Source: an optimization exercise on an open RTL-to-GDS flow (aim: small area, a short achievable clock period and few clock cycles). Production flows keep margins and buffers that such runs may drop. The RTL was checked by simulation tests, not by an equivalence proof against the original design. No activity file was given, so power comes from the tool's default toggle rates.

File: flow/design.v
module pov_core (
    input  wire        clk,
    input  wire        rst,           
    input  wire        cmd_valid,
    input  wire [39:0] cmd_word,
    output reg         cmd_ready,
    output reg         resp_valid,
    output wire [7:0]  resp_code,
    input  wire        tick_valid,
    output reg         tick_ready,
    output reg         led_data,
    output reg         led_clk,
    output reg         led_latch,
    output wire        led_oe,
    output reg  [3:0]  coil,
    output reg  [31:0] step_delay_ms,
    output reg         timer_armed
);
    assign led_oe = 1'b0;
    reg [127:0] ring;           
    reg [3:0]   rot;
    reg         clr;            
    reg [3:0]   write_end, read_front, read_back;
    reg [4:0]   pixel_step;     
    reg         pwrap;          
    reg         pb2;            
    reg [4:0]   highlighted;
    reg         underrun, dneg;
    reg [2:0]   phase_index;
    reg [3:0]   bsh;            
    wire        halted = ~timer_armed;
    reg         busy;
    reg [3:0]   cyc;
    reg         tgo;            
    reg [6:0]   sh;
    reg         cw;             
    reg [3:0]   cnext;          
    reg         p_ophz;         
    reg [2:0]   p_op;           
    reg         p_zx;           
    reg         p_zf;           
    reg         p_zb1;          
    reg         p_z0h;          
    reg         p_a0;           
    reg         p_neg;          
    reg         p_e0;           
    reg         p_eff;          
    reg         p_elt;          
    reg         p_egt;          
    reg         p_lgt;          
    reg         rc7, rc1, rc0;
    assign resp_code = {rc7, 5'b00000, rc1, rc0};
    reg [24:0]  dm;
    reg [24:0]  dr;
    reg [2:0]   dj;             
    reg         dneg_r;         
    reg         dcy;            
    reg         dtop;           
    reg [5:0]   dcnt;           
    reg         drun;
    reg         dovf;           
    wire cmd_acc  = cmd_valid & cmd_ready;
    wire tick_acc = tick_valid & tick_ready;
    wire c15 = busy & (cyc == 4'd15);
    wire busy_n = tgo | (busy & ~c15);
    wire [3:0] cyc_n = tgo ? 4'd0 : cyc + 4'd1;
    wire       front_on = (pixel_step <= highlighted);
    wire [4:0] back_step = (pixel_step >= 5'd3) ? pixel_step - 5'd3 : pixel_step + 5'd23;
    wire       back_on  = (back_step <= highlighted);
    wire [3:0] fb = (front_on & ~clr) ? {ring[6], ring[4], ring[2], ring[0]} : 4'd0;
    wire [3:0] bb = back_on  ? bsh : 4'd0;
    wire [7:0] frame = {bb[3], fb[3], bb[2], fb[2], bb[1], fb[1], bb[0], fb[0]};
    wire       f_eq_w = (read_front == write_end);
    wire       fadv   = pwrap & ~f_eq_w;
    wire       ur_n   = underrun | (pwrap & f_eq_w);
    wire       badv   = pb2 & ~underrun;    
    reg [3:0] phase_pattern;
    always @(*) begin
        case (phase_index)
            3'd0: phase_pattern = 4'b0001;
            3'd1: phase_pattern = 4'b0011;
            3'd2: phase_pattern = 4'b0010;
            3'd3: phase_pattern = 4'b0110;
            3'd4: phase_pattern = 4'b0100;
            3'd5: phase_pattern = 4'b1100;
            3'd6: phase_pattern = 4'b1000;
            default: phase_pattern = 4'b1001;
        endcase
    end
    wire [7:0]  op  = cmd_word[39:32];
    wire [31:0] arg = cmd_word[31:0];
    wire [7:0]  sp_e = arg[30:23];
    wire        op1 = (op == 8'h01);
    wire        is1 = p_ophz & (p_op == 3'd1);
    wire        is2 = p_ophz & (p_op == 3'd2);
    wire        is3 = p_ophz & (p_op == 3'd3);
    wire        is4 = p_ophz & (p_op == 3'd4);
    wire        is5 = p_ophz & (p_op == 3'd5);
    wire        zhi   = p_zx & p_zf & p_zb1;             
    wire        z31_1 = zhi & p_z0h;                     
    wire        fz    = p_zf & p_zb1 & p_z0h & ~p_a0;    
    wire        sp_ok = ~p_neg & ~p_eff & ~(p_e0 & fz);
    wire        bad = (is1 & ~zhi) |
                      (is2 & ~z31_1) |
                      (is4 & ~sp_ok) |
                      (is5 & ~(z31_1 & ~p_a0));
    wire        illegal = ~(is1 | is2 | is3 | is4 | is5);
    wire        d_push = is1 & zhi;
    wire        d_dir  = is2 & z31_1;
    wire        d_hl   = is3;
    wire        d_hlsat = ~zhi | p_lgt;
    wire        d_sat  = is4 & sp_ok & p_elt;
    wire        d_zero = is4 & sp_ok & p_egt;
    wire        d_div  = is4 & sp_ok & ~p_elt & ~p_egt;
    wire        d_shut = is5 & z31_1 & ~p_a0;
    wire full    = (tgo & fadv) ? (read_front == write_end + 4'd1)
                                : (read_front == write_end + 4'd2);
    wire live    = cmd_acc & ~halted;
    wire push_ok = live & d_push & ~full;
    wire div_go  = live & d_div;
    wire d4      = (dj == 3'd4);
    wire dsat    = drun & d4 & (dcnt == 6'd34) & ~dsum[4];
    wire dlast   = drun & d4 & (dcnt == 6'd2);
    wire [4:0]  da   = {dr[3:0], dtop};
    wire [4:0]  db   = dneg_r ? dm[4:0] : ~dm[4:0];
    wire [5:0]  dsum = {1'b0, da} + {1'b0, db} + {5'd0, dcy};
    wire [7:0] p15d = push_ok ? arg[7:0] : (clr ? 8'd0 : ring[7:0]);
    wire [3:0] rf_n = (tgo & fadv) ? read_front + 4'd1 : read_front;
    wire       bcap = (tgo & badv) ? (rot == read_back + 4'd1)  : (rot == read_back);
    wire div_busy_n = div_go | (drun & ~dlast);    
    wire tslot_n    = ~busy_n | (cyc_n[3:1] == 3'b111);
    wire cmd_rdy_n  = cmd_valid & ~cmd_acc & ~div_busy_n &
                      (~op1 | (rot + 4'd1 == write_end));
    wire tick_rdy_n = tslot_n & ~tick_acc & (rot + 4'd2 == rf_n);
    always @(posedge clk) begin
        ring <= {p15d, ring[127:8]};
        dr   <= cmd_ready ? 25'h0753000 : {dsum[4:0], dr[24:5]};
        dm   <= cmd_ready ? {2'b01, arg[22:0]} : {dm[4:0], dm[24:5]};
        dj   <= (cmd_ready | d4) ? 3'd0 : dj + 3'd1;
        dcy  <= cmd_ready | (d4 ? ~dsum[4] : dsum[5]);
        dtop <= ~cmd_ready & ~d4 & dr[4];
        if (cmd_ready)
            dneg_r <= 1'b0;
        else if (d4)
            dneg_r <= dsum[4];
        if (cmd_ready)
            dcnt <= arg[28:23];
        else if (d4)
            dcnt <= dcnt + 6'd1;
        p_ophz <= (op[7:3] == 5'd0);
        p_op   <= op[2:0];
        p_zx   <= (arg[31:23] == 9'd0);
        p_zf   <= (arg[22:16] == 7'd0);
        p_zb1  <= (arg[15:8] == 8'd0);
        p_z0h  <= (arg[7:1] == 7'd0);
        p_a0   <= arg[0];
        p_neg  <= arg[31];
        p_e0   <= (sp_e == 8'd0);
        p_eff  <= (sp_e == 8'hFF);
        p_elt  <= (sp_e < 8'd98);
        p_egt  <= (sp_e > 8'd130);
        p_lgt  <= (arg[7:0] > 8'd26);
        cyc <= cyc_n;
        if (cmd_acc & ~rst) begin
            if (halted)
                {rc7, rc1, rc0} <= 3'b110;
            else if (d_push & full)
                {rc7, rc1, rc0} <= 3'b001;
            else
                {rc7, rc1, rc0} <= {bad | illegal, 1'b0, bad};
        end
        if (tgo)
            cw <= ~ur_n;
        if (c15)
            cnext <= cw ? phase_pattern : coil;
        if (tgo)
            sh <= frame[6:0];
        else if (busy & cyc[0])
            sh <= {sh[5:0], 1'b0};
        if (rst) begin
            rot           <= 4'd0;
            clr           <= 1'b1;
            write_end     <= 4'd0;
            read_front    <= 4'd0;
            read_back     <= 4'd15;
            pixel_step    <= 5'd0;
            pwrap         <= 1'b0;
            pb2           <= 1'b0;
            highlighted   <= 5'd0;
            underrun      <= 1'b0;
            dneg          <= 1'b0;
            phase_index   <= 3'd0;
            bsh           <= 4'd0;
            timer_armed   <= 1'b1;
            step_delay_ms <= 32'd0;
            busy          <= 1'b0;
            tgo           <= 1'b0;
            led_data      <= 1'b0;
            led_clk       <= 1'b0;
            led_latch     <= 1'b0;
            coil          <= 4'd0;
            cmd_ready     <= 1'b0;
            tick_ready    <= 1'b0;
            resp_valid    <= 1'b0;
            drun          <= 1'b0;
            dovf          <= 1'b0;
        end else begin
            rot <= rot + 4'd1;
            if (rot == 4'd15)
                clr <= 1'b0;
            cmd_ready  <= cmd_rdy_n;
            tick_ready <= tick_rdy_n;
            if (bcap) bsh <= {p15d[7], p15d[5], p15d[3], p15d[1]};
            resp_valid <= (cmd_acc & ~div_go) | dlast | dovf;
            dovf       <= dsat;
            if (push_ok)
                write_end <= write_end + 4'd1;
            if (live & d_dir)
                dneg <= arg[0];
            if (live & d_hl)
                highlighted <= d_hlsat ? 5'd26 : arg[4:0];
            if (live & d_shut)
                timer_armed <= 1'b0;
            if (live & d_sat)
                step_delay_ms <= 32'hFFFF_FFFF;
            else if (live & (d_zero | d_div))
                step_delay_ms <= 32'd0;
            else if (drun & d4)
                step_delay_ms <= {step_delay_ms[30:0], ~dsum[4]};
            if (dovf)
                step_delay_ms <= 32'hFFFF_FFFF;
            if (div_go)
                drun <= 1'b1;
            else if (dlast | dsat)
                drun <= 1'b0;
            tgo <= tick_acc & ~halted & ~(live & d_shut);
            if (tgo) begin
                phase_index <= dneg ? phase_index - 3'd1 : phase_index + 3'd1;
                pixel_step  <= pwrap ? 5'd0 : pixel_step + 5'd1;
                pwrap       <= (pixel_step == 5'd24);
                pb2         <= (pixel_step == 5'd1);
                if (fadv)
                    read_front <= read_front + 4'd1;
                underrun <= ur_n;    
                if (badv)
                    read_back <= read_back + 4'd1;
            end
            if (push_ok)
                underrun <= 1'b0;
            led_latch <= c15;
            busy <= busy_n;
            if (tgo) begin
                led_clk  <= 1'b0;
                led_data <= frame[7];
            end else if (busy) begin
                if (!cyc[0]) begin
                    led_clk <= 1'b1;
                end else begin
                    led_clk <= 1'b0;
                    if (!c15)
                        led_data <= sh[6];
                end
            end
            if (led_latch)
                coil <= cnext;
        end
    end
endmodule
File: flow/config.mk
export PLATFORM = sky130hd
export DESIGN_NAME = pov_core
export DESIGN_NICKNAME = pov_core
export VERILOG_FILES = /design/flow/design.v
export SDC_FILE = /design/flow/constraint.sdc
export NUM_CORES = 4
export LEC_CHECK = 0
export CAP_MARGIN = 20
export CORE_MARGIN = 2
export CORE_UTILIZATION = 40
export CTS_CLUSTER_DIAMETER = 100
export CTS_CLUSTER_SIZE = 25
export PLACE_DENSITY = 0.6
export SETUP_SLACK_MARGIN = 4.0
export SLEW_MARGIN = 20
File: flow/flow/run.sh
#!/bin/bash
# The standard layout (the standard.sh), with every input and output
# port buffered by a plain buffer cell instead of the default choice.
set -e
export BUFFER_PORTS_ARGS="-buffer_cell sky130_fd_sc_hd__buf_1"
bash standard.sh > standard.log 2>&1
File: flow/standard.sh
#!/bin/bash
# synth_recipe.tcl (not shown) runs the flow's synth.tcl, then flattens the netlist and writes it again
# the make line also repeats each setting of config.mk as NAME=value (left out here)
make -C /OpenROAD-flow-scripts/flow DESIGN_CONFIG=/design/flow/config.mk WORK_HOME=/design/flow/orfs CLKGATE_MAP_FILE= SYNTH_SCRIPT=/design/flow/synth_recipe.tcl "${@:-finish}"
File: flow/constraint.sdc
create_clock -name core_clock -period 6.5 [get_ports {clk}]
set_input_delay 1.3000 -clock core_clock [delete_from_list [all_inputs] [get_ports {clk}]]
set_output_delay 1.3000 -clock core_clock [all_outputs]
set_load 0.01 [all_outputs]
==> report_table.html, run 1 <==
<table>
<tr><th>Metric</th><th>Value</th></tr>
<tr><th colspan="2">Route</th></tr>
<tr><td>Routed vias/inst</td><td>4.86</td></tr>
<tr><td>Residual DRC</td><td>0</td></tr>
<tr><td>Detailed Route Iter0 Violations</td><td>395</td></tr>
<tr><td>Total via count after detailed routing</td><td>6537</td></tr>
<tr><td>Total wire length after detailed routing</td><td>19300 um</td></tr>
<tr><td>Iteration count of the initial detailed-routing pass</td><td>4</td></tr>
<tr><td>Mean routed wirelength per cell</td><td>14.4 um</td></tr>
<tr><td>Detail Route Antenna Nets</td><td>0</td></tr>
<tr><th colspan="2">Clocking</th></tr>
<tr><td>Clk latency of the worst-skew pair</td><td>roughly 0.5 ns</td></tr>
<tr><td>Number of buffers created by CTS</td><td>16</td></tr>
<tr><td>CTS H-tree depth</td><td>1</td></tr>
<tr><td>TritonCTS clock tree</td><td>built</td></tr>
<tr><td>Clk sinks</td><td>309</td></tr>
<tr><td>Buffer depth of the longest clock path</td><td>3</td></tr>
<tr><td>CTS Root Buffer Type</td><td>sky130_fd_sc_hd__clkbuf_16</td></tr>
<tr><td>Clock Pin Slew Worst Setup and Hold Paths</td><td>about 0.10 ns</td></tr>
<tr><th colspan="2">Die</th></tr>
<tr><td>Total die area</td><td>27400 um^2</td></tr>
<tr><td>Width of the chip</td><td>165 um</td></tr>
<tr><td>Ports</td><td>96</td></tr>
<tr><td>Total core area</td><td>25800 um^2</td></tr>
<tr><td>Num rows</td><td>~60</td></tr>
<tr><td>Starting utilization of the core area</td><td>0.403</td></tr>
<tr><td>Vertical die dimension</td><td>165 um</td></tr>
<tr><th colspan="2">Power and ir drop</th></tr>
<tr><td>Max VDD drop</td><td>0.202 mV</td></tr>
<tr><td>Power density relative to cell area</td><td>308 nW/um^2</td></tr>
<tr><td>Cell leakage power</td><td>4.33 nW</td></tr>
<tr><th colspan="2">Synthesis</th></tr>
<tr><td>EDFF count, synth</td><td>21</td></tr>
<tr><td>Syn. warnings</td><td>1</td></tr>
<tr><td>Main flop type after synthesis</td><td>sky130_fd_sc_hd__dfxtp_1</td></tr>
<tr><td>Post-synthesis area per instance</td><td>11.3 um^2</td></tr>
<tr><td>Synthesized instance count</td><td>925</td></tr>
<tr><td>Cell Area, Synth</td><td>10400 um^2</td></tr>
<tr><td>Proportion of synthesized flip-flops having asynchronous set or reset</td><td>0</td></tr>
<tr><td>Netlist cell types</td><td>63</td></tr>
<tr><td>Synthesis-stage register bit count</td><td>309</td></tr>
<tr><td>Portion of the post-synthesis area used by sequential elements</td><td>0.614</td></tr>
<tr><th colspan="2">Worst setup path</th></tr>
<tr><td>Maximum cell stage delay along the critical path</td><td>roughly 0.38 ns</td></tr>
<tr><td>Critical-path top delay cell</td><td>sky130_fd_sc_hd__dfxtp_4</td></tr>
<tr><td>Startpoint Class</td><td>flop</td></tr>
<tr><td>Arrival time of the worst setup path</td><td>1.12 ns</td></tr>
<tr><td>CP endpoint kind</td><td>primary output</td></tr>
<tr><td>Cell breakdown of the critical path</td><td>buf_12, buf_2</td></tr>
<tr><td>Required time at the endpoint of the critical path</td><td>5.20 ns</td></tr>
<tr><td>Start of the worst register-to-register path</td><td>pixel_step[1]</td></tr>
<tr><td>Setup CP Type</td><td>reg -&gt; out</td></tr>
<tr><td>CP Launch Point</td><td>cmd_ready</td></tr>
<tr><td>Worst-path fanout max</td><td>3</td></tr>
<tr><th colspan="2">Global routing</th></tr>
<tr><td>First-pass GRT wire length</td><td>around 30000 um</td></tr>
<tr><td>GRT Resource Usage Total</td><td>0.139</td></tr>
<tr><td>Antenna violations before repair</td><td>0</td></tr>
<tr><td>Number of global-route vias before repair</td><td>6019</td></tr>
<tr><td>Remaining global-route overflow</td><td>0</td></tr>
<tr><td>Pin count of the biggest net entering global routing</td><td>57</td></tr>
<tr><th colspan="2">Finish</th></tr>
<tr><td>Area overhead of the layout relative to synthesis</td><td>12.8%</td></tr>
<tr><td>Commonest non-fill, non-tap cell in the layout</td><td>sky130_fd_sc_hd__dfxtp_1</td></tr>
<tr><td>Final standard cell utilization of the core</td><td>0.455</td></tr>
<tr><td>Layout Nets</td><td>1084</td></tr>
<tr><td>Share of cells above drive strength 1</td><td>0.109</td></tr>
<tr><td>Top library cells by usage in the layout, fill and taps aside</td><td>276 x sky130_fd_sc_hd__dfxtp_1, 87 x sky130_fd_sc_hd__buf_1, 66 x sky130_fd_sc_hd__nor2_1, 63 x sky130_fd_sc_hd__a21oi_1, 34 x sky130_fd_sc_hd__nand2_1</td></tr>
<tr><td>Antenna diodes</td><td>0</td></tr>
<tr><th colspan="2">Timing</th></tr>
<tr><td>Number of endpoints with negative hold slack in the final report</td><td>0</td></tr>
<tr><td>Final-layout setup total negative slack</td><td>0 ns</td></tr>
<tr><td>Time the final worst path needs with I/O delays and setup</td><td>2.42 ns</td></tr>
<tr><td>Post-route fraction of the period consumed by the critical path</td><td>0.373</td></tr>
<tr><td>Number of setup violations in the final report</td><td>0</td></tr>
<tr><td>Worst slew pin tran</td><td>0.749 ns</td></tr>
<tr><td>Setup repair after global routing missed its margin</td><td>false</td></tr>
<tr><td>Pins Over Slew Limit</td><td>0</td></tr>
<tr><td>Slew HR</td><td>0.499</td></tr>
<tr><td>Maximum clock skew at final layout</td><td>0.0199 ns</td></tr>
<tr><td>Maximum clock frequency</td><td>0.413 GHz</td></tr>
<tr><th colspan="2">Hold path</th></tr>
<tr><td>Hold Crit Class</td><td>reg -&gt; reg</td></tr>
<tr><td>Hold wc startpoint</td><td>ring[86]</td></tr>
<tr><th colspan="2">Placement</th></tr>
<tr><td>HPWL reported at the end of detailed placement</td><td>12800 um</td></tr>
<tr><td>Quantity of I/O buffers inserted on ports</td><td>89</td></tr>
<tr><td>Routability congestion estimate</td><td>~0.77</td></tr>
<tr><th colspan="2">Status</th></tr>
<tr><td>Run status</td><td>finished clean</td></tr>
<tr><th colspan="2">Flow run</th></tr>
<tr><td>Max-cap viol count</td><td>0</td></tr>
</table>
[repair_timing]
| action | 4_1_cts | 5_1_grt |
|---|---|---|
| pin swaps | 0 | 6 |
| resized for setup | 13 | 28 |
| setup buffers | 0 | 15 |
| gates cloned | 2 | 0 |
| setup endpoints to repair | 26 | 54 |
| hold buffers | 0 | 0 |
[report_power, final]
group	switching, mW	total [mW]	internal, mW
Combinational	0.220	0.438	0.218
Clock	0.592	1.06	0.467
Sequential	0.0714	2.12	2.05
Total	0.883	3.62	2.74
[registers in the layout, summed over array words and instances (netlist names), 5 cells and up]
name	flops
ring	128
step_delay_ms	32
dm	25
dr	25
sh	7
dcnt	6
highlighted	5
pixel_step	5
[cell families (layout without fill, tap and decap cells)]
logic type               Yosys count  count (layout)  share of synthesized area
flip-flops                       309             309                      0.614
other                              1               6                   0.000360
AO/OA/AOI/OAI                    161             161                     0.0984
buffers and inverters             83             162                     0.0343
XOR/XNOR                          48              48                     0.0425
multiplexers                      36              36                     0.0374
AND/OR/NAND/NOR                  251             251                      0.129
adder cells (fa/ha/maj)           36              36                     0.0446
[final cells by class]
| class | count | area, um^2 |
|---|---|---|
| clock inverters | 2 | 32.5 |
| well taps | 335 | 419 |
| flip-flops and latches | 309 | 6430 |
| inverters | 29 | 109 |
| multi-input cells | 538 | 3790 |
| repair buffers | 110 | 568 |
| clock buffers | 21 | 419 |
| fillers | 2484 | 14100 |
[metal layers]
layer  track usage  vias to the layer above  share of wire
li1              -                     3306              -
met1         0.204                     3112           0.50
met2         0.218                      100           0.45
met3        0.0205                       19          0.037
met4        0.0270                        0          0.015
met5             0                        -              0
[critical path, delay by kind of cell, from the launching register on]
kind,cells,cell delay [ns]
buffers and inverters,2,0.24
flip-flops,1,0.38
[cell usage after synthesis, drive strengths merged (3+ instances only)]
cell / instances / area (um^2)
nand4: 9 / 56.3
o22a: 3 / 26.3
nor4: 7 / 50.1
nand4b: 4 / 35.0
nor3b: 6 / 50.1
nand3: 19 / 95.1
nand2b: 18 / 113
o21ai: 19 / 95.1
a21oi: 65 / 325
o21a: 7 / 52.6
clkbuf: 37 / 139
xor2: 20 / 190
mux2i: 12 / 120
a21o: 5 / 37.5
xnor2: 28 / 253
a211oi: 6 / 45.0
and2: 6 / 37.5
nor3: 22 / 115
buf: 17 / 110
nand2: 34 / 128
or4: 5 / 37.5
a22oi: 32 / 240
edfxtp: 21 / 631
nor2b: 33 / 206
inv: 29 / 109
dfxtp: 288 / 5770
o2bb2ai: 4 / 35.0
ha: 34 / 425
nand3b: 5 / 37.5
or2: 7 / 43.8
nor2: 70 / 282
a31oi: 3 / 18.8
a22o: 6 / 52.6
mux2: 24 / 270
[final timing paths]
path	slack [ns]	cells past startpoint	end
worst min register to register	0.31	0	ring[78]
worst max register to register	4.12	11	sh[3]
worst min-delay path	0.31	0	ring[78]
worst max-delay path	4.08	2	cmd_ready
[through the flow]
stage	cell area (um^2)	total power [mW]	hold WS, ns	worst slack, ns	instances
floorplan	10400	2.47	0.310	3.97	930
global placement	11000	2.58	0.310	3.34	1304
detailed placement	11000	2.58	0.312	3.52	1304
CTS	11500	3.65	0.320	3.97	1329
global route	11800	3.82	0.318	3.99	1344
finish	11800	3.62	0.313	4.08	1344
Testbench counts, summed over its fixed seeds: cycles 61,728.
==> inputs of run 2 (changes only) <==
--- a/flow/config.mk
+++ b/flow/config.mk
@@ -12,2 +12,3 @@
 export CTS_CLUSTER_SIZE = 25
+export GPL_TIMING_DRIVEN = 0
 export PLACE_DENSITY = 0.6
==> report_table.html, run 2 <==
<table>
<tr><th>Metric</th><th>Value</th></tr>
<tr><th colspan="2">Clocking</th></tr>
<tr><td>TritonCTS clock tree</td><td>built</td></tr>
<tr><td>Buffer depth of the longest clock path</td><td>3</td></tr>
<tr><td>Clock Pin Slew Worst Setup and Hold Paths</td><td>0.10 ns</td></tr>
<tr><td>Clk sinks</td><td>about 310</td></tr>
<tr><td>CTS H-tree depth</td><td>1</td></tr>
<tr><td>CTS Root Buffer Type</td><td>sky130_fd_sc_hd__clkbuf_16</td></tr>
<tr><td>CTS Hold Buffers Added</td><td>0</td></tr>
<tr><td>Clk latency of the worst-skew pair</td><td>0.50 ns</td></tr>
<tr><td>Number of buffers created by CTS</td><td>16</td></tr>
<tr><th colspan="2">Die</th></tr>
<tr><td>Num rows</td><td>59</td></tr>
<tr><td>Ports</td><td>96</td></tr>
<tr><td>Starting utilization of the core area</td><td>0.403</td></tr>
<tr><td>Total die area</td><td>27400 um^2</td></tr>
<tr><td>Vertical die dimension</td><td>about 170 um</td></tr>
<tr><td>Total core area</td><td>roughly 26000 um^2</td></tr>
<tr><td>Width of the chip</td><td>approximately 170 um</td></tr>
<tr><th colspan="2">Finish</th></tr>
<tr><td>Final Instance Area</td><td>11800 um^2</td></tr>
<tr><td>Commonest non-fill, non-tap cell in the layout</td><td>sky130_fd_sc_hd__dfxtp_1</td></tr>
<tr><td>Largest register FFs</td><td>128</td></tr>
<tr><td>Layout Nets</td><td>roughly 1100</td></tr>
<tr><td>Area overhead of the layout relative to synthesis</td><td>13.5%</td></tr>
<tr><td>Antenna diodes</td><td>0</td></tr>
<tr><td>Largest Register</td><td>ring</td></tr>
<tr><td>Share of cells above drive strength 1</td><td>0.108</td></tr>
<tr><td>Largest regs</td><td>ring (128), step_delay_ms (32)</td></tr>
<tr><td>FILL cells</td><td>2466</td></tr>
<tr><td>Top library cells by usage in the layout, fill and taps aside</td><td>281 x sky130_fd_sc_hd__dfxtp_1, 91 x sky130_fd_sc_hd__buf_1, 66 x sky130_fd_sc_hd__nor2_1, 63 x sky130_fd_sc_hd__a21oi_1</td></tr>
<tr><th colspan="2">Synthesis</th></tr>
<tr><td>EDFF count, synth</td><td>21</td></tr>
<tr><td>Top-area cell type share of the netlist area</td><td>0.553</td></tr>
<tr><td>Most used standard cell by instance count after synthesis</td><td>sky130_fd_sc_hd__dfxtp_1</td></tr>
<tr><td>Area leader, netlist</td><td>sky130_fd_sc_hd__dfxtp_1</td></tr>
<tr><td>Netlist cell types</td><td>63</td></tr>
<tr><td>Portion of the post-synthesis area used by sequential elements</td><td>0.614</td></tr>
<tr><td>Synthesis-stage register bit count</td><td>309</td></tr>
<tr><td>Proportion of synthesized flip-flops having asynchronous set or reset</td><td>0</td></tr>
<tr><td>Post-synthesis area per instance</td><td>11.3 um^2</td></tr>
<tr><td>Synthesized instance count</td><td>925</td></tr>
<tr><td>Main flop type after synthesis</td><td>sky130_fd_sc_hd__dfxtp_1</td></tr>
<tr><td>Top cell types by occurrence after synthesis</td><td>288 x sky130_fd_sc_hd__dfxtp_1, 68 x sky130_fd_sc_hd__nor2_1, 65 x sky130_fd_sc_hd__a21oi_1, 37 x sky130_fd_sc_hd__clkbuf_1</td></tr>
<tr><td>Cell Area, Synth</td><td>10400 um^2</td></tr>
<tr><td>Syn. warnings</td><td>1</td></tr>
<tr><td>Top cells by area in the synthesized netlist</td><td>sky130_fd_sc_hd__dfxtp_1 55%, sky130_fd_sc_hd__edfxtp_1 6.0%, sky130_fd_sc_hd__ha_1 4.1%</td></tr>
<tr><th colspan="2">Timing</th></tr>
<tr><td>Maximum clock frequency</td><td>0.408 GHz</td></tr>
<tr><td>Post-route fraction of the period consumed by the critical path</td><td>0.377</td></tr>
<tr><td>Worst slack on hold paths</td><td>about 0.31 ns</td></tr>
<tr><td>Final-layout setup total negative slack</td><td>0 ns</td></tr>
<tr><td>Number of setup violations in the final report</td><td>0</td></tr>
<tr><td>Time the final worst path needs with I/O delays and setup</td><td>2.45 ns</td></tr>
<tr><td>Maximum clock skew at final layout</td><td>0.0230 ns</td></tr>
<tr><td>Number of endpoints with negative hold slack in the final report</td><td>0</td></tr>
<tr><td>Worst slew pin tran</td><td>0.737 ns</td></tr>
<tr><td>Slew HR</td><td>0.509</td></tr>
<tr><td>Pins Over Slew Limit</td><td>0</td></tr>
<tr><td>Setup repair after global routing missed its margin</td><td>true</td></tr>
<tr><th colspan="2">Route</th></tr>
<tr><td>Iteration count of the initial detailed-routing pass</td><td>4</td></tr>
<tr><td>Residual DRC</td><td>0</td></tr>
<tr><td>Detailed Route Iter0 Violations</td><td>366</td></tr>
<tr><td>Total wire length after detailed routing</td><td>20100 um</td></tr>
<tr><td>Routed vias/inst</td><td>between 4 and 5</td></tr>
<tr><td>Total via count after detailed routing</td><td>6662</td></tr>
<tr><td>Mean routed wirelength per cell</td><td>14.5 um</td></tr>
<tr><td>Detail Route Antenna Nets</td><td>0</td></tr>
<tr><th colspan="2">Placement</th></tr>
<tr><td>Quantity of I/O buffers inserted on ports</td><td>around 90</td></tr>
<tr><td>Placed Instance Area</td><td>11200 um^2</td></tr>
<tr><td>HPWL reported at the end of detailed placement</td><td>14400 um</td></tr>
<tr><td>Routability congestion estimate</td><td>0.799</td></tr>
<tr><th colspan="2">Hold path</th></tr>
<tr><td>Worst hold path depth</td><td>0</td></tr>
<tr><td>Hold Crit Class</td><td>reg -&gt; reg</td></tr>
<tr><th colspan="2">Global routing</th></tr>
<tr><td>Remaining global-route overflow</td><td>0</td></tr>
<tr><td>Antenna violations before repair</td><td>0</td></tr>
<tr><td>Pin count of the biggest net entering global routing</td><td>27</td></tr>
<tr><td>GRT Resource Usage Total</td><td>0.142</td></tr>
<tr><td>First-pass GRT wire length</td><td>31100 um</td></tr>
<tr><td>Number of global-route vias before repair</td><td>5995</td></tr>
<tr><th colspan="2">Flow run</th></tr>
<tr><td>Max-cap viol count</td><td>0</td></tr>
<tr><th colspan="2">Power and ir drop</th></tr>
<tr><td>Power density relative to cell area</td><td>308 nW/um^2</td></tr>
<tr><td>Clock network fraction of total power</td><td>0.291</td></tr>
<tr><td>Max VDD drop</td><td>0.176 mV</td></tr>
<tr><td>Combinational cell fraction of total power</td><td>0.129</td></tr>
<tr><td>Post-layout power</td><td>3.64 mW</td></tr>
<tr><td>Switching power</td><td>0.891 mW</td></tr>
<tr><td>Switching power as a share of total power</td><td>0.245</td></tr>
<tr><td>Seq pwr share</td><td>0.581</td></tr>
<tr><td>Cell leakage power</td><td>between 4 and 5 nW</td></tr>
<tr><td>Internal</td><td>2.75 mW</td></tr>
<tr><th colspan="2">Worst setup path</th></tr>
<tr><td>Required time at the endpoint of the critical path</td><td>5.20 ns</td></tr>
<tr><td>Crit path buffers/inverters</td><td>2</td></tr>
<tr><td>Setup CP Type</td><td>reg -&gt; out</td></tr>
<tr><td>CP endpoint kind</td><td>primary output</td></tr>
<tr><td>Worst-path fanout max</td><td>1</td></tr>
<tr><td>Depth of the worst register-to-register path</td><td>13</td></tr>
<tr><td>Cell breakdown of the critical path</td><td>buf_4, buf_1</td></tr>
<tr><td>Startpoint Class</td><td>flop</td></tr>
<tr><td>Arrival time of the worst setup path</td><td>1.15 ns</td></tr>
<tr><td>Maximum cell stage delay along the critical path</td><td>between 0.3 and 0.4 ns</td></tr>
<tr><td>Critical-path top delay cell</td><td>sky130_fd_sc_hd__edfxtp_1</td></tr>
<tr><td>Stages on the worst setup path</td><td>2</td></tr>
<tr><td>Largest delay share family, worst path</td><td>flip-flops</td></tr>
<tr><th colspan="2">Status</th></tr>
<tr><td>Run status</td><td>finished clean</td></tr>
</table>
run 2: cell counts after synthesis:
No cell type changed its count.
run 2: layer usage:
layer / vias up / wire [um] / GRT usage
met5: - / 0 / 0
met4: 0 / 285 / 0.0270
met3: 21 / 939 / 0.0207
met2: 107 / 8860 / 0.221
met1: 3147 / 10000 / 0.210
li1: 3387 / - / -
run 2: cell type report:
cell class,count,area [um^2],share of cell area
flip-flops and latches,309,6410,0.542
multi-input cells,538,3770,0.319
clock buffers,22,423,0.0358
well taps,335,419,0.0354
repair buffers,94,377,0.0318
plain buffers,54,290,0.0245
inverters,29,109,0.00920
clock inverters,2,32.5,0.00275
run 2: repair_timing:
item                                    in CTS  in global routing
setup buffers                                0                  4
endpoints found under the setup margin      36                 48
pin swaps                                    2                  7
resized for setup                           17                 54
cloned                                       0                  1
hold endpoints to repair                     0                  0
run 2: power by group through the flow:
stage	Combinational (mW)	Clock, mW	Sequential, mW
3_5_place_dp	0.441	0	2.16
6_report	0.469	1.06	2.11
4_1_cts	0.449	1.09	2.11
3_3_place_gp	0.430	0	2.15
5_1_grt	0.539	1.16	2.13
2_1_floorplan	0.331	0	2.14
run 2: final timing paths:
| kind | from | endpoint | slack, ns |
|---|---|---|---|
| worst max-delay path | rc1 | resp_code[1] | 4.05 |
| worst min-delay path | ring[43] | ring[35] | 0.31 |
| worst max register to register | pixel_step[0] | sh[3] | 4.09 |
| worst min register to register | ring[43] | ring[35] | 0.31 |
run 2: metrics by stage:
| stage | instances | setup slack, ns | util |
|---|---|---|---|
| 6_report | 1383 | 4.05 | 0.458 |
| 5_1_grt | 1383 | 3.97 | 0.458 |
| 4_1_cts | 1378 | 4.00 | 0.452 |
| 3_5_place_dp | 1354 | 3.45 | 0.433 |
| 3_3_place_gp | 1354 | 3.44 | 0.433 |
| 2_1_floorplan | 930 | 3.97 | - |
run 2: logic make-up (layout without fill, tap and decap cells):
logic type,after synthesis,count (layout),synth area share
other,1,6,0.000360
buffers and inverters,83,201,0.0343
adders and majority gates,36,36,0.0446
and+or+nand+nor,251,251,0.129
AOI/OAI and AO/OA,161,161,0.0984
muxes,36,36,0.0374
DFF,309,309,0.614
xor gates and xnor gates,48,48,0.0425
==> inputs of run 3 (changes only) <==
--- a/flow/config.mk
+++ b/flow/config.mk
@@ -12,3 +12,3 @@
 export CTS_CLUSTER_SIZE = 25
-export GPL_TIMING_DRIVEN = 0
+export GPL_ROUTABILITY_DRIVEN = 0
 export PLACE_DENSITY = 0.6
==> report_table.html, run 3 <==
<table>
<tr><th>Metric</th><th>Value</th></tr>
<tr><th colspan="2">Route</th></tr>
<tr><td>Iteration count of the initial detailed-routing pass</td><td>4</td></tr>
<tr><td>Detailed Route Iter0 Violations</td><td>395</td></tr>
<tr><td>Total via count after detailed routing</td><td>6537</td></tr>
<tr><td>Routed vias/inst</td><td>a little under 5</td></tr>
<tr><td>Detail Route Antenna Nets</td><td>0</td></tr>
<tr><td>Total wire length after detailed routing</td><td>~19000 um</td></tr>
<tr><td>Mean routed wirelength per cell</td><td>14.4 um</td></tr>
<tr><td>Residual DRC</td><td>0</td></tr>
<tr><th colspan="2">Timing</th></tr>
<tr><td>Maximum clock skew at final layout</td><td>between 0.015 and 0.02 ns</td></tr>
<tr><td>Slew HR</td><td>0.499</td></tr>
<tr><td>Pins Over Slew Limit</td><td>0</td></tr>
<tr><td>Worst slack on hold paths</td><td>0.313 ns</td></tr>
<tr><td>Post-route fraction of the period consumed by the critical path</td><td>0.373</td></tr>
<tr><td>Number of setup violations in the final report</td><td>0</td></tr>
<tr><td>Number of endpoints with negative hold slack in the final report</td><td>0</td></tr>
<tr><td>Setup repair after global routing missed its margin</td><td>false</td></tr>
<tr><td>Time the final worst path needs with I/O delays and setup</td><td>2.42 ns</td></tr>
<tr><td>Maximum clock frequency</td><td>between 0.4 and 0.5 GHz</td></tr>
<tr><td>Final-layout setup total negative slack</td><td>0 ns</td></tr>
<tr><td>Min setup slack post-route</td><td>4.08 ns</td></tr>
<tr><td>Worst slew pin tran</td><td>0.749 ns</td></tr>
<tr><th colspan="2">Flow run</th></tr>
<tr><td>Max-cap viol count</td><td>0</td></tr>
<tr><th colspan="2">Die</th></tr>
<tr><td>Width of the chip</td><td>about 170 um</td></tr>
<tr><td>Total die area</td><td>27400 um^2</td></tr>
<tr><td>Ports</td><td>96</td></tr>
<tr><td>Starting utilization of the core area</td><td>0.403</td></tr>
<tr><td>Num rows</td><td>59</td></tr>
<tr><td>Vertical die dimension</td><td>165 um</td></tr>
<tr><td>Total core area</td><td>between 20000 and 30000 um^2</td></tr>
<tr><th colspan="2">Synthesis</th></tr>
<tr><td>Syn. warnings</td><td>1</td></tr>
<tr><td>Area leader, netlist</td><td>sky130_fd_sc_hd__dfxtp_1</td></tr>
<tr><td>Most used standard cell by instance count after synthesis</td><td>sky130_fd_sc_hd__dfxtp_1</td></tr>
<tr><td>Portion of the post-synthesis area used by sequential elements</td><td>0.614</td></tr>
<tr><td>Main flop type after synthesis</td><td>sky130_fd_sc_hd__dfxtp_1</td></tr>
<tr><td>Synthesized instance count</td><td>925</td></tr>
<tr><td>Cell Area, Synth</td><td>10400 um^2</td></tr>
<tr><td>Top cells by area in the synthesized netlist</td><td>sky130_fd_sc_hd__dfxtp_1 55%, sky130_fd_sc_hd__edfxtp_1 6.0%, sky130_fd_sc_hd__ha_1 4.1%</td></tr>
<tr><td>Top-area cell type share of the netlist area</td><td>0.553</td></tr>
<tr><td>EDFF count, synth</td><td>21</td></tr>
<tr><td>Proportion of synthesized flip-flops having asynchronous set or reset</td><td>0</td></tr>
<tr><td>Top cell types by occurrence after synthesis</td><td>288 x sky130_fd_sc_hd__dfxtp_1, 68 x sky130_fd_sc_hd__nor2_1, 65 x sky130_fd_sc_hd__a21oi_1, 37 x sky130_fd_sc_hd__clkbuf_1</td></tr>
<tr><td>Netlist cell types</td><td>63</td></tr>
<tr><td>Post-synthesis area per instance</td><td>11.3 um^2</td></tr>
<tr><td>Synthesis-stage register bit count</td><td>between 300 and 400</td></tr>
<tr><th colspan="2">Power and ir drop</th></tr>
<tr><td>Combinational cell fraction of total power</td><td>0.121</td></tr>
<tr><td>Switching power as a share of total power</td><td>0.244</td></tr>
<tr><td>Clock network fraction of total power</td><td>0.292</td></tr>
<tr><td>Post-layout power</td><td>3.62 mW</td></tr>
<tr><td>Cell leakage power</td><td>between 4 and 5 nW</td></tr>
<tr><td>Max VDD drop</td><td>0.202 mV</td></tr>
<tr><td>Switching power</td><td>~0.9 mW</td></tr>
<tr><td>Seq pwr share</td><td>0.587</td></tr>
<tr><td>Internal</td><td>around 2.7 mW</td></tr>
<tr><td>Power density relative to cell area</td><td>~300 nW/um^2</td></tr>
<tr><th colspan="2">Finish</th></tr>
<tr><td>FILL cells</td><td>approximately 2500</td></tr>
<tr><td>Area overhead of the layout relative to synthesis</td><td>12.8%</td></tr>
<tr><td>Commonest non-fill, non-tap cell in the layout</td><td>sky130_fd_sc_hd__dfxtp_1</td></tr>
<tr><td>Largest regs</td><td>ring (128), step_delay_ms (32)</td></tr>
<tr><td>Largest Register</td><td>ring</td></tr>
<tr><td>Largest register FFs</td><td>128</td></tr>
<tr><td>Share of cells above drive strength 1</td><td>0.109</td></tr>
<tr><td>Top library cells by usage in the layout, fill and taps aside</td><td>276 x sky130_fd_sc_hd__dfxtp_1, 87 x sky130_fd_sc_hd__buf_1, 66 x sky130_fd_sc_hd__nor2_1, 63 x sky130_fd_sc_hd__a21oi_1, 34 x sky130_fd_sc_hd__nand2_1</td></tr>
<tr><td>Final standard cell utilization of the core</td><td>0.455</td></tr>
<tr><td>Antenna diodes</td><td>0</td></tr>
<tr><td>Layout Nets</td><td>1084</td></tr>
<tr><th colspan="2">Placement</th></tr>
<tr><td>Quantity of I/O buffers inserted on ports</td><td>89</td></tr>
<tr><td>Pre-CTS setup slack</td><td>3.52 ns</td></tr>
<tr><td>HPWL reported at the end of detailed placement</td><td>12800 um</td></tr>
<tr><th colspan="2">Clocking</th></tr>
<tr><td>TritonCTS clock tree</td><td>built</td></tr>
<tr><td>Clk latency of the worst-skew pair</td><td>0.50 ns</td></tr>
<tr><td>Number of buffers created by CTS</td><td>16</td></tr>
<tr><td>Buffer depth of the longest clock path</td><td>3</td></tr>
<tr><td>CTS H-tree depth</td><td>1</td></tr>
<tr><td>Clock Pin Slew Worst Setup and Hold Paths</td><td>approximately 0.10 ns</td></tr>
<tr><td>Clk sinks</td><td>309</td></tr>
<tr><td>CTS Root Buffer Type</td><td>sky130_fd_sc_hd__clkbuf_16</td></tr>
<tr><td>CTS Hold Buffers Added</td><td>0</td></tr>
<tr><th colspan="2">Worst setup path</th></tr>
<tr><td>Required time at the endpoint of the critical path</td><td>5.20 ns</td></tr>
<tr><td>Last element of the critical path</td><td>cmd_ready</td></tr>
<tr><td>CP Launch Point</td><td>cmd_ready</td></tr>
<tr><td>Depth of the worst register-to-register path</td><td>11</td></tr>
<tr><td>Start of the worst register-to-register path</td><td>pixel_step[1]</td></tr>
<tr><td>Setup CP Type</td><td>reg -&gt; out</td></tr>
<tr><td>Arrival time of the worst setup path</td><td>1.12 ns</td></tr>
<tr><td>CP endpoint kind</td><td>primary output</td></tr>
<tr><td>Startpoint Class</td><td>flop</td></tr>
<tr><td>Reg-to-reg slack, setup</td><td>around 4.1 ns</td></tr>
<tr><td>Worst-path fanout max</td><td>3</td></tr>
<tr><td>Reg-to-reg critical path endpoint</td><td>sh[3]</td></tr>
<tr><th colspan="2">Global routing</th></tr>
<tr><td>Antenna violations before repair</td><td>0</td></tr>
<tr><td>GRT Resource Usage Total</td><td>0.139</td></tr>
<tr><td>Number of global-route vias before repair</td><td>6019</td></tr>
<tr><td>Remaining global-route overflow</td><td>0</td></tr>
<tr><td>First-pass GRT wire length</td><td>slightly above 30000 um</td></tr>
<tr><td>Pin count of the biggest net entering global routing</td><td>57</td></tr>
<tr><th colspan="2">Hold path</th></tr>
<tr><td>Hold Crit Class</td><td>reg -&gt; reg</td></tr>
<tr><th colspan="2">Status</th></tr>
<tr><td>Run status</td><td>finished clean</td></tr>
</table>
## run 3: cell families (layout without fill, tap and decap cells)
kind of cell,Yosys count,count (layout),share of synthesized area
AO/OA/AOI/OAI,161,161,0.0984
XOR/XNOR,48,48,0.0425
adder cells (fa/ha/maj),36,36,0.0446
buffers and inverters,83,162,0.0343
flip-flops,309,309,0.614
multiplexers,36,36,0.0374
other,1,6,0.000360
AND/OR/NAND/NOR,251,251,0.129
## run 3: what timing repair did
action	CTS	global route
gates resized for setup	13	28
gates cloned	2	0
endpoints found under the setup margin	26	54
pin swaps	0	6
hold endpoints to repair	0	0
setup buffers	0	15
## run 3: per-layer routing
layer	share of wire	track usage	vias to the layer above
met5	0	0	-
met4	0.015	0.0270	0
met3	0.037	0.0205	19
met2	0.45	0.218	100
met1	0.50	0.204	3112
li1	-	-	3306
## run 3: cell type report
cell class                 instances  area [um^2]  share of cell area
clock buffer                      21          419              0.0356
clock inverter                     2         32.5             0.00277
inverter                          29          109             0.00925
multi-input combinational        538         3790               0.322
sequential                       309         6430               0.546
tap                              335          419              0.0356
timing repair buffer             110          568              0.0483
## run 3: worst max-delay path, stage by stage, from the launching register on
cell                      delay, ns
sky130_fd_sc_hd__dfxtp_4       0.38
sky130_fd_sc_hd__buf_12        0.12
sky130_fd_sc_hd__buf_2         0.12
## run 3: worst min-delay path by stage
stage,from,endpoint,slack (ns),depth (start not counted)
2_1_floorplan,ring[8],ring[0],0.31,0
3_3_place_gp,ring[51],ring[43],0.31,0
3_5_place_dp,ring[67],ring[59],0.31,0
4_1_cts,ring[86],ring[78],0.32,0
5_1_grt,ring[62],ring[54],0.32,0
6_report,ring[86],ring[78],0.31,0
## run 3: stage by stage
step / instances / instance area [um^2]
3_5_place_dp: 1304 / 11000
5_1_grt: 1344 / 11800
6_report: 1344 / 11800
2_1_floorplan: 930 / 10400
3_3_place_gp: 1304 / 11000
4_1_cts: 1329 / 11500
## run 3: power groups by stage
stage	combinational [mW]	clock, mW	sequential, mW
2_1_floorplan	0.331	0	2.14
5_1_grt	0.506	1.17	2.14
4_1_cts	0.426	1.10	2.12
6_report	0.438	1.06	2.12
3_5_place_dp	0.415	0	2.17
3_3_place_gp	0.409	0	2.17
==> inputs of run 4 (changes only) <==
--- a/flow/config.mk
+++ b/flow/config.mk
@@ -9,7 +9,6 @@
 export CORE_MARGIN = 2
-export CORE_UTILIZATION = 40
+export CORE_UTILIZATION = 60
 export CTS_CLUSTER_DIAMETER = 100
 export CTS_CLUSTER_SIZE = 25
-export GPL_ROUTABILITY_DRIVEN = 0
-export PLACE_DENSITY = 0.6
+export PLACE_DENSITY = 0.75
 export SETUP_SLACK_MARGIN = 4.0
==> report_table.html, run 4 <==
<table>
<tr><th>Metric</th><th>Value</th></tr>
<tr><th colspan="2">Global routing</th></tr>
<tr><td>GRT Resource Usage Total</td><td>0.195</td></tr>
<tr><td>Antenna violations before repair</td><td>0</td></tr>
<tr><td>Remaining global-route overflow</td><td>0</td></tr>
<tr><td>Pin count of the biggest net entering global routing</td><td>84</td></tr>
<tr><td>First-pass GRT wire length</td><td>29400 um</td></tr>
<tr><td>Number of global-route vias before repair</td><td>between 6000 and 7000</td></tr>
<tr><th colspan="2">Synthesis</th></tr>
<tr><td>Synthesized instance count</td><td>925</td></tr>
<tr><td>Synthesis-stage register bit count</td><td>roughly 300</td></tr>
<tr><td>Proportion of synthesized flip-flops having asynchronous set or reset</td><td>0</td></tr>
<tr><td>Top cells by area in the synthesized netlist</td><td>sky130_fd_sc_hd__dfxtp_1 55%, sky130_fd_sc_hd__edfxtp_1 6.0%, sky130_fd_sc_hd__ha_1 4.1%</td></tr>
<tr><td>Post-synthesis area per instance</td><td>11.3 um^2</td></tr>
<tr><td>Main flop type after synthesis</td><td>sky130_fd_sc_hd__dfxtp_1</td></tr>
<tr><td>Area leader, netlist</td><td>sky130_fd_sc_hd__dfxtp_1</td></tr>
<tr><td>Cell Area, Synth</td><td>10400 um^2</td></tr>
<tr><td>Top-area cell type share of the netlist area</td><td>0.553</td></tr>
<tr><td>EDFF count, synth</td><td>21</td></tr>
<tr><td>Most used standard cell by instance count after synthesis</td><td>sky130_fd_sc_hd__dfxtp_1</td></tr>
<tr><td>Portion of the post-synthesis area used by sequential elements</td><td>0.614</td></tr>
<tr><td>Netlist cell types</td><td>63</td></tr>
<tr><td>Top cell types by occurrence after synthesis</td><td>288 x sky130_fd_sc_hd__dfxtp_1, 68 x sky130_fd_sc_hd__nor2_1, 65 x sky130_fd_sc_hd__a21oi_1, 37 x sky130_fd_sc_hd__clkbuf_1</td></tr>
<tr><td>Syn. warnings</td><td>1</td></tr>
<tr><th colspan="2">Placement</th></tr>
<tr><td>Quantity of I/O buffers inserted on ports</td><td>89</td></tr>
<tr><td>Cells after DPL</td><td>1194</td></tr>
<tr><td>Routability congestion estimate</td><td>~0.83</td></tr>
<tr><td>HPWL reported at the end of detailed placement</td><td>11900 um</td></tr>
<tr><th colspan="2">Power and ir drop</th></tr>
<tr><td>Power density relative to cell area</td><td>311 nW/um^2</td></tr>
<tr><td>Max VDD drop</td><td>around 0.25 mV</td></tr>
<tr><td>Cell leakage power</td><td>4.34 nW</td></tr>
<tr><th colspan="2">Worst setup path</th></tr>
<tr><td>Worst-path fanout max</td><td>17</td></tr>
<tr><td>CP Launch Point</td><td>cmd_ready</td></tr>
<tr><td>Arrival time of the worst setup path</td><td>1.15 ns</td></tr>
<tr><td>Start of the worst register-to-register path</td><td>pixel_step[4]</td></tr>
<tr><td>Startpoint Class</td><td>flop</td></tr>
<tr><td>Cell breakdown of the critical path</td><td>buf_12, buf_2</td></tr>
<tr><td>Depth of the worst register-to-register path</td><td>12</td></tr>
<tr><td>CP endpoint kind</td><td>primary output</td></tr>
<tr><td>Reg-to-reg slack, setup</td><td>roughly 4.2 ns</td></tr>
<tr><td>Maximum cell stage delay along the critical path</td><td>0.37 ns</td></tr>
<tr><td>Required time at the endpoint of the critical path</td><td>about 5.2 ns</td></tr>
<tr><td>Reg-to-reg critical path endpoint</td><td>sh[1]</td></tr>
<tr><td>Critical-path top delay cell</td><td>sky130_fd_sc_hd__dfxtp_4</td></tr>
<tr><td>Setup CP Type</td><td>reg -&gt; out</td></tr>
<tr><td>Last element of the critical path</td><td>cmd_ready</td></tr>
<tr><th colspan="2">Clocking</th></tr>
<tr><td>TritonCTS clock tree</td><td>built</td></tr>
<tr><td>Clock Pin Slew Worst Setup and Hold Paths</td><td>about 0.10 ns</td></tr>
<tr><td>Clk sinks</td><td>309</td></tr>
<tr><td>Number of buffers created by CTS</td><td>16</td></tr>
<tr><td>CTS H-tree depth</td><td>1</td></tr>
<tr><td>Clk latency of the worst-skew pair</td><td>0.50 ns</td></tr>
<tr><td>CTS Hold Buffers Added</td><td>0</td></tr>
<tr><td>CTS Root Buffer Type</td><td>sky130_fd_sc_hd__clkbuf_16</td></tr>
<tr><td>Buffer depth of the longest clock path</td><td>3</td></tr>
<tr><th colspan="2">Timing</th></tr>
<tr><td>Setup repair after global routing missed its margin</td><td>false</td></tr>
<tr><td>Maximum clock frequency</td><td>0.408 GHz</td></tr>
<tr><td>Slew HR</td><td>0.427</td></tr>
<tr><td>Worst slew pin tran</td><td>0.860 ns</td></tr>
<tr><td>Time the final worst path needs with I/O delays and setup</td><td>2.45 ns</td></tr>
<tr><td>Final-layout setup total negative slack</td><td>0 ns</td></tr>
<tr><td>Post-route fraction of the period consumed by the critical path</td><td>0.377</td></tr>
<tr><td>Maximum clock skew at final layout</td><td>0.0209 ns</td></tr>
<tr><td>Number of endpoints with negative hold slack in the final report</td><td>0</td></tr>
<tr><td>Number of setup violations in the final report</td><td>0</td></tr>
<tr><td>Pins Over Slew Limit</td><td>0</td></tr>
<tr><th colspan="2">Route</th></tr>
<tr><td>Mean routed wirelength per cell</td><td>14.8 um</td></tr>
<tr><td>Total wire length after detailed routing</td><td>18300 um</td></tr>
<tr><td>Residual DRC</td><td>0</td></tr>
<tr><td>Iteration count of the initial detailed-routing pass</td><td>5</td></tr>
<tr><td>Detailed Route Iter0 Violations</td><td>484</td></tr>
<tr><td>Routed vias/inst</td><td>5.32</td></tr>
<tr><td>Total via count after detailed routing</td><td>6569</td></tr>
<tr><td>Detail Route Antenna Nets</td><td>0</td></tr>
<tr><th colspan="2">Status</th></tr>
<tr><td>Run status</td><td>finished clean</td></tr>
<tr><th colspan="2">Finish</th></tr>
<tr><td>Antenna diodes</td><td>0</td></tr>
<tr><td>Final instance count without filler cells</td><td>1235</td></tr>
<tr><td>FILL cells</td><td>1335</td></tr>
<tr><td>Largest Register</td><td>ring</td></tr>
<tr><td>Share of cells above drive strength 1</td><td>0.108</td></tr>
<tr><td>Top library cells by usage in the layout, fill and taps aside</td><td>276 x sky130_fd_sc_hd__dfxtp_1, 87 x sky130_fd_sc_hd__buf_1, 65 x sky130_fd_sc_hd__nor2_1, 63 x sky130_fd_sc_hd__a21oi_1, 34 x sky130_fd_sc_hd__nand2_1</td></tr>
<tr><td>Largest register FFs</td><td>between 100 and 150</td></tr>
<tr><td>Layout Nets</td><td>1084</td></tr>
<tr><td>Largest regs</td><td>ring (128), step_delay_ms (32)</td></tr>
<tr><td>Commonest non-fill, non-tap cell in the layout</td><td>sky130_fd_sc_hd__dfxtp_1</td></tr>
<tr><td>Area overhead of the layout relative to synthesis</td><td>11.5%</td></tr>
<tr><th colspan="2">Hold path</th></tr>
<tr><td>Hold Crit Class</td><td>reg -&gt; reg</td></tr>
<tr><th colspan="2">Die</th></tr>
<tr><td>Width of the chip</td><td>136 um</td></tr>
<tr><td>Ports</td><td>96</td></tr>
<tr><td>Num rows</td><td>between 40 and 50</td></tr>
<tr><td>Starting utilization of the core area</td><td>0.609</td></tr>
<tr><td>Vertical die dimension</td><td>around 140 um</td></tr>
<tr><td>Total core area</td><td>17100 um^2</td></tr>
<tr><td>Total die area</td><td>18400 um^2</td></tr>
<tr><th colspan="2">Flow run</th></tr>
<tr><td>Max-cap viol count</td><td>0</td></tr>
</table>
[run 4: cell counts after synthesis]
No cell type changed its count.
[run 4: timing repair]
action / CTS / global route
pin swaps: 0 / 5
setup endpoints to repair: 14 / 47
buffers inserted: 2 / 13
gates cloned: 2 / 0
resized for setup: 16 / 22
[run 4: cell families (layout without fill, tap and decap cells)]
| kind of cell | Yosys count | after routing | share of synthesized area |
|---|---|---|---|
| flip-flops | 309 | 309 | 0.614 |
| AND/OR/NAND/NOR | 251 | 251 | 0.129 |
| AO/OA/AOI/OAI | 161 | 161 | 0.0984 |
| buffers and inverters | 83 | 163 | 0.0343 |
| XOR/XNOR | 48 | 48 | 0.0425 |
| adder cells (fa/ha/maj) | 36 | 36 | 0.0446 |
| multiplexers | 36 | 36 | 0.0374 |
| other | 1 | 6 | 0.000360 |
[run 4: per-stage QoR]
stage                     utilization  power (mW)  hold slack [ns]  instance area, um^2  setup slack [ns]
after floorplan                     -        2.47            0.310                10400              3.97
after global placement          0.634        2.56            0.310                10900              3.38
after detailed placement        0.635        2.58            0.312                10900              3.52
after CTS                       0.668        3.63            0.309                11400              4.01
after global routing            0.679        3.78            0.307                11600              3.93
final                           0.679        3.61            0.308                11600              4.05
[run 4: worst max-delay path: cells and delay by family, from the launching register on]
| family | cells | cell delay, ns |
|---|---|---|
| buffers and inverters | 2 | 0.29 |
| DFF | 1 | 0.37 |
[run 4: worst min path at each step]
stage	from	to	slack, ns	cells after the start
global placement	ring[81]	ring[73]	0.31	0
global route	ring[63]	ring[55]	0.31	0
detailed placement	ring[112]	ring[104]	0.31	0
floorplan	ring[8]	ring[0]	0.31	0
CTS	ring[45]	ring[37]	0.31	0
finish	ring[63]	ring[55]	0.31	0
[run 4: final cells by class]
class                           count  area [um^2]  area share
Sequential cell                   309         6430       0.553
Multi-Input combinational cell    538         3790       0.326
Timing Repair Buffer              110          561      0.0482
Clock buffer                       22          423      0.0364
Tap cell                          225          282      0.0242
Inverter                           29          109     0.00937
Clock inverter                      2         32.5     0.00280
[run 4: report_power, final]
| part | switching, mW | internal [mW] |
|---|---|---|
| sequential | 0.0742 | 2.05 |
| clock | 0.572 | 0.469 |
| combinational | 0.226 | 0.220 |
[run 4: routing by layer]
| metal | global-route usage | share of wire |
|---|---|---|
| met5 | 0 | 0 |
| met4 | 0.0469 | 0.018 |
| met3 | 0.0280 | 0.037 |
| met2 | 0.309 | 0.46 |
| met1 | 0.283 | 0.49 |
==> inputs of run 5 (changes only) <==
--- a/flow/config.mk
+++ b/flow/config.mk
@@ -9,6 +9,6 @@
 export CORE_MARGIN = 2
-export CORE_UTILIZATION = 60
+export CORE_UTILIZATION = 50
 export CTS_CLUSTER_DIAMETER = 100
 export CTS_CLUSTER_SIZE = 25
-export PLACE_DENSITY = 0.75
+export PLACE_DENSITY = 0.65
 export SETUP_SLACK_MARGIN = 4.0
==> report_table.html, run 5 <==
<table>
<tr><th>Metric</th><th>Value</th></tr>
<tr><th colspan="2">Timing</th></tr>
<tr><td>Pins Over Slew Limit</td><td>0</td></tr>
<tr><td>Maximum clock frequency</td><td>0.409 GHz</td></tr>
<tr><td>Number of setup violations in the final report</td><td>0</td></tr>
<tr><td>Number of endpoints with negative hold slack in the final report</td><td>0</td></tr>
<tr><td>Time the final worst path needs with I/O delays and setup</td><td>2.44 ns</td></tr>
<tr><td>Final-layout setup total negative slack</td><td>0 ns</td></tr>
<tr><td>Worst slew pin tran</td><td>0.824 ns</td></tr>
<tr><td>Setup repair after global routing missed its margin</td><td>true</td></tr>
<tr><td>Maximum clock skew at final layout</td><td>0.0257 ns</td></tr>
<tr><td>Slew HR</td><td>0.451</td></tr>
<tr><td>Worst slack on hold paths</td><td>0.316 ns</td></tr>
<tr><td>Post-route fraction of the period consumed by the critical path</td><td>0.376</td></tr>
<tr><th colspan="2">Clocking</th></tr>
<tr><td>Clk latency of the worst-skew pair</td><td>0.51 ns</td></tr>
<tr><td>Number of buffers created by CTS</td><td>16</td></tr>
<tr><td>Buffer depth of the longest clock path</td><td>3</td></tr>
<tr><td>CTS H-tree depth</td><td>1</td></tr>
<tr><td>Clock Pin Slew Worst Setup and Hold Paths</td><td>0.10 ns</td></tr>
<tr><td>Clk sinks</td><td>309</td></tr>
<tr><td>TritonCTS clock tree</td><td>built</td></tr>
<tr><td>CTS Root Buffer Type</td><td>sky130_fd_sc_hd__clkbuf_16</td></tr>
<tr><th colspan="2">Die</th></tr>
<tr><td>Width of the chip</td><td>148 um</td></tr>
<tr><td>Starting utilization of the core area</td><td>0.512</td></tr>
<tr><td>Ports</td><td>96</td></tr>
<tr><td>Vertical die dimension</td><td>148 um</td></tr>
<tr><td>Total die area</td><td>~22000 um^2</td></tr>
<tr><td>Total core area</td><td>between 20000 and 25000 um^2</td></tr>
<tr><td>Num rows</td><td>52</td></tr>
<tr><th colspan="2">Finish</th></tr>
<tr><td>Top library cells by usage in the layout, fill and taps aside</td><td>277 x sky130_fd_sc_hd__dfxtp_1, 88 x sky130_fd_sc_hd__buf_1, 67 x sky130_fd_sc_hd__nor2_1, 63 x sky130_fd_sc_hd__a21oi_1, 34 x sky130_fd_sc_hd__nand2_1</td></tr>
<tr><td>Largest regs</td><td>ring (128), step_delay_ms (32)</td></tr>
<tr><td>FILL cells</td><td>1773</td></tr>
<tr><td>Commonest non-fill, non-tap cell in the layout</td><td>sky130_fd_sc_hd__dfxtp_1</td></tr>
<tr><td>Area overhead of the layout relative to synthesis</td><td>10.3%</td></tr>
<tr><td>Share of cells above drive strength 1</td><td>0.0930</td></tr>
<tr><td>Largest Register</td><td>ring</td></tr>
<tr><td>Antenna diodes</td><td>0</td></tr>
<tr><td>Layout Nets</td><td>approximately 1100</td></tr>
<tr><td>Largest register FFs</td><td>128</td></tr>
<tr><th colspan="2">Worst setup path</th></tr>
<tr><td>Stages on the worst setup path</td><td>1</td></tr>
<tr><td>Arrival time of the worst setup path</td><td>1.14 ns</td></tr>
<tr><td>Crit path buffers/inverters</td><td>1</td></tr>
<tr><td>Setup CP Type</td><td>reg -&gt; out</td></tr>
<tr><td>CP endpoint kind</td><td>primary output</td></tr>
<tr><td>Worst-path fanout max</td><td>17</td></tr>
<tr><td>Required time at the endpoint of the critical path</td><td>5.20 ns</td></tr>
<tr><td>Largest delay share family, worst path</td><td>flip-flops</td></tr>
<tr><td>Reg-to-reg slack, setup</td><td>4.14 ns</td></tr>
<tr><td>Critical-path top delay cell</td><td>sky130_fd_sc_hd__dfxtp_4</td></tr>
<tr><td>Depth of the worst register-to-register path</td><td>11</td></tr>
<tr><td>Cell breakdown of the critical path</td><td>buf_1</td></tr>
<tr><td>Startpoint Class</td><td>flop</td></tr>
<tr><td>Maximum cell stage delay along the critical path</td><td>between 0.4 and 0.5 ns</td></tr>
<tr><th colspan="2">Global routing</th></tr>
<tr><td>First-pass GRT wire length</td><td>just under 30000 um</td></tr>
<tr><td>Pin count of the biggest net entering global routing</td><td>79</td></tr>
<tr><td>Number of global-route vias before repair</td><td>slightly above 6000</td></tr>
<tr><td>Antenna violations before repair</td><td>0</td></tr>
<tr><td>Remaining global-route overflow</td><td>0</td></tr>
<tr><td>GRT Resource Usage Total</td><td>0.165</td></tr>
<tr><th colspan="2">Synthesis</th></tr>
<tr><td>Top cell types by occurrence after synthesis</td><td>288 x sky130_fd_sc_hd__dfxtp_1, 68 x sky130_fd_sc_hd__nor2_1, 65 x sky130_fd_sc_hd__a21oi_1, 37 x sky130_fd_sc_hd__clkbuf_1</td></tr>
<tr><td>Area leader, netlist</td><td>sky130_fd_sc_hd__dfxtp_1</td></tr>
<tr><td>Post-synthesis area per instance</td><td>11.3 um^2</td></tr>
<tr><td>Synthesized instance count</td><td>925</td></tr>
<tr><td>Proportion of synthesized flip-flops having asynchronous set or reset</td><td>0</td></tr>
<tr><td>EDFF count, synth</td><td>21</td></tr>
<tr><td>Cell Area, Synth</td><td>between 10000 and 15000 um^2</td></tr>
<tr><td>Most used standard cell by instance count after synthesis</td><td>sky130_fd_sc_hd__dfxtp_1</td></tr>
<tr><td>Syn. warnings</td><td>1</td></tr>
<tr><td>Main flop type after synthesis</td><td>sky130_fd_sc_hd__dfxtp_1</td></tr>
<tr><td>Netlist cell types</td><td>63</td></tr>
<tr><td>Portion of the post-synthesis area used by sequential elements</td><td>0.614</td></tr>
<tr><td>Synthesis-stage register bit count</td><td>309</td></tr>
<tr><td>Top cells by area in the synthesized netlist</td><td>sky130_fd_sc_hd__dfxtp_1 55%, sky130_fd_sc_hd__edfxtp_1 6.0%, sky130_fd_sc_hd__ha_1 4.1%</td></tr>
<tr><td>Top-area cell type share of the netlist area</td><td>0.553</td></tr>
<tr><th colspan="2">Power and ir drop</th></tr>
<tr><td>Max VDD drop</td><td>0.229 mV</td></tr>
<tr><td>Power density relative to cell area</td><td>between 300 and 400 nW/um^2</td></tr>
<tr><td>Cell leakage power</td><td>4.25 nW</td></tr>
<tr><th colspan="2">Route</th></tr>
<tr><td>Iteration count of the initial detailed-routing pass</td><td>4</td></tr>
<tr><td>Total wire length after detailed routing</td><td>between 15000 and 20000 um</td></tr>
<tr><td>Residual DRC</td><td>0</td></tr>
<tr><td>Detail Route Antenna Nets</td><td>0</td></tr>
<tr><td>Mean routed wirelength per cell</td><td>14.2 um</td></tr>
<tr><td>Total via count after detailed routing</td><td>between 6000 and 7000</td></tr>
<tr><td>Routed vias/inst</td><td>~5</td></tr>
<tr><td>Detailed Route Iter0 Violations</td><td>348</td></tr>
<tr><th colspan="2">Status</th></tr>
<tr><td>Run status</td><td>finished clean</td></tr>
<tr><th colspan="2">Hold path</th></tr>
<tr><td>Worst hold path depth</td><td>0</td></tr>
<tr><td>Hold Crit Class</td><td>reg -&gt; reg</td></tr>
<tr><th colspan="2">Placement</th></tr>
<tr><td>Routability congestion estimate</td><td>0.783</td></tr>
<tr><td>Quantity of I/O buffers inserted on ports</td><td>around 90</td></tr>
<tr><td>HPWL reported at the end of detailed placement</td><td>12200 um</td></tr>
<tr><th colspan="2">Flow run</th></tr>
<tr><td>Max-cap viol count</td><td>0</td></tr>
</table>
run 5: cell counts after synthesis:
Identical to the previous run, type by type.
run 5: through the flow:
stage               setup WS [ns]  instance area, um^2  std cells  utilization  total power [mW]
floorplan                    3.97                10400        930            -              2.47
global placement             3.38                10900       1239        0.536              2.57
detailed placement           3.54                10900       1239        0.536              2.58
CTS                          4.01                11400       1263        0.559              3.62
global route                 3.99                11500       1270        0.565              3.78
finish                       4.06                11500       1270        0.565              3.60
run 5: worst paths after layout:
check,startpoint,endpoint
max,cmd_ready,cmd_ready
min,ring[46],ring[38]
max reg2reg,pixel_step[0],sh[1]
min reg2reg,ring[46],ring[38]
run 5: cell families after synthesis:
logic type / synth area share
AOI/OAI and AO/OA: 0.0984
xor gates and xnor gates: 0.0425
adders and majority gates: 0.0446
buffers and inverters: 0.0343
DFF: 0.614
muxes: 0.0374
other: 0.000360
and+or+nand+nor: 0.129
run 5: routing by layer:
metal | wire [um] | up-vias | track usage
met1 | 8920 | 2993 | 0.237
met2 | 8000 | 109 | 0.262
met5 | 0 | - | 0
met4 | 342 | 0 | 0.0419
met3 | 783 | 29 | 0.0248
li1 | - | 3290 | -
run 5: repair_timing:
| action | 4_1_cts | 5_1_grt |
|---|---|---|
| setup buffers | 1 | 7 |
| pin swaps | 0 | 4 |
| setup endpoints to repair | 21 | 49 |
| resized for setup | 9 | 19 |
| hold buffers | 0 | 0 |
run 5: area by class of cell:
class | instances | area [um^2] | share of cell area
clock buffer | 21 | 419 | 0.0364
clock inverter | 2 | 32.5 | 0.00283
inverter | 29 | 109 | 0.00946
multi-input combinational | 538 | 3750 | 0.326
sequential | 309 | 6420 | 0.559
tap | 270 | 338 | 0.0294
timing repair buffer | 101 | 427 | 0.0371
run 5: report_power, final:
group	internal, mW	leakage, nW	switching (mW)
registers	2.05	2.54	0.0724
clock network	0.466	0.217	0.580
logic	0.209	1.49	0.216
total	2.73	4.25	0.868

## what the ideal ports hide
The results above use ideal ports. As a check the final layouts listed here were re-extracted and re-timed, cells and wires unchanged. Step 1 assumes that a clkbuf_16 drives the clock port and a buf_2 every other input. Step 2 adds t to the input delays and takes it off the output delays; t is the mean of the earliest and latest rising clock arrival at the registers after step 1. Input paths then give back, and output paths get back, about the clock's delay inside the block. a / b / c = ideal / step 1 / step 2; a / b = the first two.
run | shift t [ns] | setup slack, ns | hold WS [ns]
run 1 | 0.537 | 4.076 / 4.031 / 3.616 | 0.313 / 0.313 / 0.313
run 2 | 0.538 | 4.050 / 4.007 / 3.581 | 0.311 / 0.311 / 0.311
run 3 | 0.537 | 4.076 / 4.031 / 3.616 | 0.313 / 0.313 / 0.313
run 4 | 0.534 | 4.051 / 4.009 / 3.575 | 0.308 / 0.308 / 0.308
run 5 | 0.544 | 4.056 / 4.012 / 3.658 | 0.316 / 0.316 / 0.316
After both steps every run listed still meets setup and hold. The setup slack of run 4, which loses most, moves by -0.042 ns with the drivers and by -0.476 ns with both steps.
